Background: an optimization exercise with open tools, aiming at small area, a short achievable clock period and few clock cycles. Do not read the settings as production practice. Power is estimated from default activity; no workload was simulated.

## purple
==> flow/design.v <==
module adc_acq (
    input  wire        clk,
    input  wire        rst,        
    input  wire        start,
    input  wire        dev24,      
    input  wire [7:0]  n,          
    input  wire [2:0]  gain,       
    input  wire [30:0] vref_uv,    
    output reg         ready,
    input  wire        s_valid,
    input  wire [23:0] s_data,     
    input  wire        s_timeout,  
    output reg         s_ready,
    output reg         done,
    output wire [31:0] res_raw,    
    output wire [31:0] res_uv,     
    output reg         res_to      
);
    localparam [22:0] M = 23'h7fffff;
    reg         flush;      
    reg         first;      
    reg         inv;        
    reg         div;        
    reg         hv;         
    reg         fin;        
    reg         f1, f2;
    reg         abort;      
    reg         gz;         
    reg         op_dev24;
    reg  [7:0]  nd;         
    reg  [7:0]  cnt;        
    reg  [2:0]  gcnt;       
    reg  [36:0] V;          
    reg  [31:0] acc;        
    reg  [59:0] P;          
    reg         neg;        
    assign res_raw = acc;
    assign res_uv  = P[31:0];
    wire take = s_valid & s_ready;
    wire [36:0] v16 = (gain == 3'd0) ? 37'd375 * M : 37'd125 * M;
    wire [31:0] add_a = (fin ? {8'd0, acc[23:0]} : acc) ^ {32{inv}};
    wire [23:0] smp   = P[59:36] & {24{s_ready | flush}};
    wire [31:0] add_b = {{8{smp[23]}}, smp};
    wire [31:0] add_o;
    wire        add_co;
    bk_add #(32) u_acc (.a(add_a), .b(add_b), .ci(inv), .s(add_o), .co(add_co));
    wire [8:0]  d_t1 = {acc[31:24], acc[23]};
    wire [9:0]  d_s1 = {1'b0, d_t1} - {2'b00, nd};
    wire        d_q1 = ~d_s1[9];
    wire [7:0]  d_r1 = d_q1 ? d_s1[7:0] : d_t1[7:0];
    wire [8:0]  d_t2 = {d_r1, acc[22]};
    wire [9:0]  d_s2 = {1'b0, d_t2} - {2'b00, nd};
    wire        d_q2 = ~d_s2[9];
    wire [7:0]  d_r2 = d_q2 ? d_s2[7:0] : d_t2[7:0];
    wire [31:0] divout = {d_r2, acc[21:0], d_q1, d_q2};
    wire        div_step = div & gz & ~(first & neg);
    wire [39:0] h_p  = {P[37:0], 2'b00};
    wire [39:0] h_x0 = acc[0] ? {3'd0, V} : 40'd0;
    wire [39:0] h_x1 = acc[1] ? {2'd0, V, 1'b0} : 40'd0;
    wire [39:0] h_s  = h_p ^ h_x0 ^ h_x1;
    wire [39:0] h_c  = (h_p & h_x0) | (h_p & h_x1) | (h_x0 & h_x1);
    wire [39:0] h_lo;
    wire        h_co;
    bk_add #(40) u_hor (.a(h_s), .b({h_c[38:0], 1'b0}), .ci(1'b0), .s(h_lo), .co(h_co));
    wire [19:0] h_up  = P[57:38];
    wire [19:0] h_upi = h_up + 20'd1;
    wire [59:0] hsum  = {(h_co | h_c[39]) ? h_upi : h_up, h_lo};
    wire [30:0] wh = P[59:29];
    wire [22:0] f_a = wh[22:0];
    wire [22:0] f_b = P[28:6];
    wire [22:0] f_k = 23'h3fffff;
    wire [22:0] f_s = f_a ^ f_b ^ f_k;
    wire [22:0] f_c = (f_a & f_b) | (f_a & f_k) | (f_b & f_k);
    wire [22:0] f_x;
    wire        f_co;
    bk_add #(23) u_f1 (.a(f_s), .b({f_c[21:0], 1'b0}), .ci(P[5]), .s(f_x), .co(f_co));
    wire [1:0]  xh  = {f_c[22] & f_co, f_c[22] ^ f_co};
    wire [8:0]  sh0 = {1'b0, wh[30:23]};
    wire [8:0]  sh1 = sh0 + 9'd1;
    wire [8:0]  sh2 = sh0 + 9'd2;
    wire [8:0]  sh  = xh[1] ? sh2 : xh[0] ? sh1 : sh0;
    wire [18:0] f1v = {sh, &f_x[22:9], f_x[8:0]};
    wire [8:0]  sv   = P[18:10];
    wire [9:0]  c_lo = {1'b0, P[8:0]} + {1'b0, sv} + 10'd1;
    wire        c    = c_lo[9] & P[9];
    wire [9:0]  shn  = {1'b0, sv} - {9'd0, neg};
    wire [10:0] q_l0  = {1'b0, wh[9:0]} + {1'b0, shn};
    wire [10:0] q_l1  = {1'b0, wh[9:0]} + {1'b0, shn} + 11'd1;
    wire [10:0] q_lo  = c ? q_l1 : q_l0;
    wire [21:0] q_up  = {1'b0, wh[30:10]};
    wire [21:0] q_upi = q_up + 22'd1;
    wire [21:0] q_upd = q_up - 22'd1;
    wire [31:0] q     = {(q_lo[10] & ~shn[9]) ? q_upi : (~q_lo[10] & shn[9]) ? q_upd : q_up, q_lo[9:0]};
    wire [31:0] uv = q ^ {32{neg}};
    reg  [2:0] gsh;    
    always @(*) begin
        case ({dev24, gain})
            4'b0000: gsh = 3'd5;
            4'b0001: gsh = 3'd6;
            4'b0010: gsh = 3'd5;
            4'b0011: gsh = 3'd4;
            4'b0100: gsh = 3'd3;
            4'b0101: gsh = 3'd2;
            4'b0110: gsh = 3'd6;
            4'b0111: gsh = 3'd6;
            4'b1111: gsh = 3'd6;
            default: gsh = 3'd6 - gain;
        endcase
    end
    wire [2:0] gcnt_nx = ready ? gsh
                               : ((gcnt != 3'd0) ? gcnt - 3'd1 : 3'd0);
    wire       last_div = div_step & (cnt == 8'd1);
    always @(posedge clk) begin
        gcnt <= gcnt_nx;
        gz   <= (gcnt_nx <= 3'd1);    
        if (ready)
            V <= dev24 ? {6'd0, vref_uv} : v16;
        else if (gcnt != 3'd0)
            V <= {V[35:0], 1'b0};
        if (ready) begin
            op_dev24 <= dev24;
            nd       <= n;
        end
        if (ready | abort)
            acc <= 32'd0;
        else if (div_step)
            acc <= divout;
        else
            acc <= add_o;
        if (hv)
            P <= hsum;
        else if (f1)
            P[28:0] <= {10'd0, f1v};            
        else if (f2)
            P[31:0] <= uv;
        else if (take & ~s_timeout)    
            P <= {op_dev24 ? s_data : {s_data[15:0], 8'd0}, 36'd0};
        else
            P <= 60'd0;
        if (flush) neg <= add_o[31];
        inv <= (flush & add_o[31]) | (last_div & neg);
        if (ready)
            cnt <= n;
        else if (take & ~s_timeout)
            cnt <= cnt - 8'd1;
        else if (flush)
            cnt <= op_dev24 ? 8'd12 : 8'd8;
        else if (div_step)
            cnt <= cnt - 8'd1;
        if (ready)
            res_to <= 1'b0;
        else if (take & s_timeout)
            res_to <= 1'b1;
        if (rst) begin
            ready   <= 1'b1;
            s_ready <= 1'b0;
            done    <= 1'b0;
            flush   <= 1'b0;
            first   <= 1'b0;
            div     <= 1'b0;
            hv      <= 1'b0;
            fin     <= 1'b0;
            f1      <= 1'b0;
            f2      <= 1'b0;
            abort   <= 1'b0;
        end else begin
            ready   <= ready ? ~start : (f2 | abort);
            s_ready <= (ready & start & (n != 8'd0)) |
                       (s_ready & ~(take & (s_timeout | (cnt == 8'd1))));
            flush   <= take & ~s_timeout & (cnt == 8'd1);
            first   <= flush | (first & ~neg & ~div_step);
            div     <= flush | (div & ~last_div);
            hv      <= div_step;
            fin     <= last_div;
            f1      <= fin;
            f2      <= f1;
            abort   <= (ready & start & (n == 8'd0)) | (take & s_timeout);
            done    <= f2 | abort;
        end
    end
endmodule
module bk_add #(parameter W = 32) (
    input  wire [W-1:0] a,
    input  wire [W-1:0] b,
    input  wire         ci,
    output wire [W-1:0] s,
    output wire         co
);
    localparam L = (W <= 2) ? 1 : (W <= 4) ? 2 : (W <= 8) ? 3 : (W <= 16) ? 4 : (W <= 32) ? 5 : 6;
    wire [W-1:0] p0 = a ^ b;
    wire [W-1:0] g0 = a & b;
    wire [W-1:0] gp [0:2*L];
    wire [W-1:0] pp [0:2*L];
    genvar i, l;
    generate
        for (i = 0; i < W; i = i + 1) begin : init
            if (i == 0) begin : b0
                assign gp[0][i] = g0[0] | (p0[0] & ci);
                assign pp[0][i] = 1'b0;
            end else begin : bi
                assign gp[0][i] = g0[i];
                assign pp[0][i] = p0[i];
            end
        end
        for (l = 0; l < L; l = l + 1) begin : up
            for (i = 0; i < W; i = i + 1) begin : b
                if (((i + 1) % (2 << l)) == 0) begin : n
                    assign gp[l+1][i] = gp[l][i] | (pp[l][i] & gp[l][i - (1 << l)]);
                    assign pp[l+1][i] = pp[l][i] & pp[l][i - (1 << l)];
                end else begin : w
                    assign gp[l+1][i] = gp[l][i];
                    assign pp[l+1][i] = pp[l][i];
                end
            end
        end
        for (l = L - 1; l >= 1; l = l - 1) begin : dn
            for (i = 0; i < W; i = i + 1) begin : b
                if (((i + 1) % (1 << l)) == (1 << (l - 1)) && (i + 1) > (1 << l)) begin : n
                    assign gp[2*L-l][i] = gp[2*L-l-1][i] | (pp[2*L-l-1][i] & gp[2*L-l-1][i - (1 << (l-1))]);
                    assign pp[2*L-l][i] = pp[2*L-l-1][i] & pp[2*L-l-1][i - (1 << (l-1))];
                end else begin : w
                    assign gp[2*L-l][i] = gp[2*L-l-1][i];
                    assign pp[2*L-l][i] = pp[2*L-l-1][i];
                end
            end
        end
    endgenerate
    wire [W-1:0] c = gp[2*L-1];    
    assign s  = p0 ^ {c[W-2:0], ci};
    assign co = c[W-1];
endmodule
Settings: LEC_CHECK=0, ABC_AREA=1, CAP_MARGIN=20, CORE_MARGIN=2, CORE_UTILIZATION=40, CTS_BUF_LIST=sky130_fd_sc_hd__clkbuf_4 sky130_fd_sc_hd__clkbuf_8, SLEW_MARGIN=20, TNS_END_PERCENT=0; clock period 11.0 ns.
standard.sh (not shown) runs the stock make flow with config.mk's settings and CLKGATE_MAP_FILE= SYNTH_SCRIPT=/design/flow/synth_recipe.tcl, a recipe that flattens the netlist after the stock synthesis.
==> flow/flow/run.sh <==
#!/bin/bash
# Standard layout, with the timing repair aiming for 7.5 ns of setup slack
# (a 3.5 ns path at the 11 ns clock) and the port buffers made from buf_1.
set -euo pipefail
export SETUP_SLACK_MARGIN=7.5
export BUFFER_PORTS_ARGS="-buffer_cell sky130_fd_sc_hd__buf_1"
bash standard.sh > standard.log 2>&1
Both conditions hold for purple: the flow ran to the end and the final layout passed the timing, design-rule and antenna checks.
diff inputs: purple => green
--- a/flow/design.v
+++ b/flow/design.v
@@ -20,13 +20,13 @@
     reg         flush;      
     reg         first;      
     reg         inv;        
     reg         div;        
     reg         hv;         
     reg         fin;        
-    reg         f1, f2;
+    reg         f1, f2, f3;
     reg         abort;      
     reg         gz;         
     reg         op_dev24;
     reg  [7:0]  nd;         
     reg  [7:0]  cnt;        
     reg  [2:0]  gcnt;       
@@ -71,29 +71,22 @@
     wire [22:0] f_k = 23'h3fffff;
     wire [22:0] f_s = f_a ^ f_b ^ f_k;
     wire [22:0] f_c = (f_a & f_b) | (f_a & f_k) | (f_b & f_k);
     wire [22:0] f_x;
     wire        f_co;
     bk_add #(23) u_f1 (.a(f_s), .b({f_c[21:0], 1'b0}), .ci(P[5]), .s(f_x), .co(f_co));
-    wire [1:0]  xh  = {f_c[22] & f_co, f_c[22] ^ f_co};
-    wire [8:0]  sh0 = {1'b0, wh[30:23]};
-    wire [8:0]  sh1 = sh0 + 9'd1;
-    wire [8:0]  sh2 = sh0 + 9'd2;
-    wire [8:0]  sh  = xh[1] ? sh2 : xh[0] ? sh1 : sh0;
-    wire [18:0] f1v = {sh, &f_x[22:9], f_x[8:0]};
-    wire [8:0]  sv   = P[18:10];
-    wire [9:0]  c_lo = {1'b0, P[8:0]} + {1'b0, sv} + 10'd1;
-    wire        c    = c_lo[9] & P[9];
-    wire [9:0]  shn  = {1'b0, sv} - {9'd0, neg};
-    wire [10:0] q_l0  = {1'b0, wh[9:0]} + {1'b0, shn};
-    wire [10:0] q_l1  = {1'b0, wh[9:0]} + {1'b0, shn} + 11'd1;
-    wire [10:0] q_lo  = c ? q_l1 : q_l0;
+    wire [24:0] x  = {f_c[22] & f_co, f_c[22] ^ f_co, f_x};
+    wire [8:0]  sh   = {1'b0, wh[30:23]} + {7'd0, P[24:23]};
+    wire [9:0]  shn  = {2'b00, wh[30:23]} + {8'd0, P[24:23]} - {9'd0, neg};
+    wire [9:0]  c_lo = {1'b0, P[8:0]} + {1'b0, sh} + 10'd1;
+    wire        c    = c_lo[9] & (&P[22:9]);
+    wire [10:0] q_lo  = {1'b0, wh[9:0]} + {1'b0, P[9:0]} + {10'd0, P[10]};
     wire [21:0] q_up  = {1'b0, wh[30:10]};
     wire [21:0] q_upi = q_up + 22'd1;
     wire [21:0] q_upd = q_up - 22'd1;
-    wire [31:0] q     = {(q_lo[10] & ~shn[9]) ? q_upi : (~q_lo[10] & shn[9]) ? q_upd : q_up, q_lo[9:0]};
+    wire [31:0] q     = {(q_lo[10] & ~P[9]) ? q_upi : (~q_lo[10] & P[9]) ? q_upd : q_up, q_lo[9:0]};
     wire [31:0] uv = q ^ {32{neg}};
     reg  [2:0] gsh;    
     always @(*) begin
         case ({dev24, gain})
             4'b0000: gsh = 3'd5;
             4'b0001: gsh = 3'd6;
@@ -127,14 +120,16 @@
             acc <= divout;
         else
             acc <= add_o;
         if (hv)
             P <= hsum;
         else if (f1)
-            P[28:0] <= {10'd0, f1v};            
+            P[28:0] <= {4'd0, x};               
         else if (f2)
+            P[28:0] <= {18'd0, c, shn};
+        else if (f3)
             P[31:0] <= uv;
         else if (take & ~s_timeout)    
             P <= {op_dev24 ? s_data : {s_data[15:0], 8'd0}, 36'd0};
         else
             P <= 60'd0;
         if (flush) neg <= add_o[31];
@@ -159,26 +154,28 @@
             first   <= 1'b0;
             div     <= 1'b0;
             hv      <= 1'b0;
             fin     <= 1'b0;
             f1      <= 1'b0;
             f2      <= 1'b0;
+            f3      <= 1'b0;
             abort   <= 1'b0;
         end else begin
-            ready   <= ready ? ~start : (f2 | abort);
+            ready   <= ready ? ~start : (f3 | abort);
             s_ready <= (ready & start & (n != 8'd0)) |
                        (s_ready & ~(take & (s_timeout | (cnt == 8'd1))));
             flush   <= take & ~s_timeout & (cnt == 8'd1);
             first   <= flush | (first & ~neg & ~div_step);
             div     <= flush | (div & ~last_div);
             hv      <= div_step;
             fin     <= last_div;
             f1      <= fin;
             f2      <= f1;
+            f3      <= f2;
             abort   <= (ready & start & (n == 8'd0)) | (take & s_timeout);
-            done    <= f2 | abort;
+            done    <= f3 | abort;
         end
     end
 endmodule
 module bk_add #(parameter W = 32) (
     input  wire [W-1:0] a,
     input  wire [W-1:0] b,
Findings:
Where smallest setup slack after layout is concerned, purple is outperformed by green.
The run showing the greater die area is green.
Summary of the comparison: share of layout cells above drive strength 1 is lower in green, relative to purple.
For fmax, dividing the value from purple by the value from green gives 0.897.
The final critical-path required period of green falls short of that of purple by 0.42 ns.
Between purple and green, the largest net degree at the start of global routing is higher for purple.
On remaining routing DRC violations, purple and green are neck and neck.
Taking purple as the reference, in green global-route wire length before repair barely changed; sum of met2 wire segment lengths after detailed routing climbed 5.7%; clock network fraction of total power dropped 1.2 points; routed wire length barely changed; portion of the clock cycle consumed by the worst path in the final layout dropped 3.8 points.
No functional check of the RTL was part of any run of this note.

==> port drivers added, routing unchanged <==
Ports are ideal in the flow. The routed layouts listed here were re-timed in OpenROAD. Step 1 assumes that a clkbuf_16 drives the clock port and a buf_2 every other input. Step 2 also shifts input and output timing later by t, the mid clock arrival at the registers, as if the neighbouring blocks saw the same clock. a / b / c = ideal ports / drivers / drivers and shift; a / b = the first two.
run	t, ns	setup slack, ns	worst setup path at the end	slew at the worst register clock pin (ns)
purple	0.581	6.961 / 6.961 / 6.813	input to register	0.11 / 0.11
green	0.583	7.377 / 7.365 / 7.071	input to register	0.11 / 0.11
After both steps every run listed still meets setup and hold. For green, which loses most, drivers alone change the setup slack by -0.012 ns; drivers and shift together by -0.306 ns.
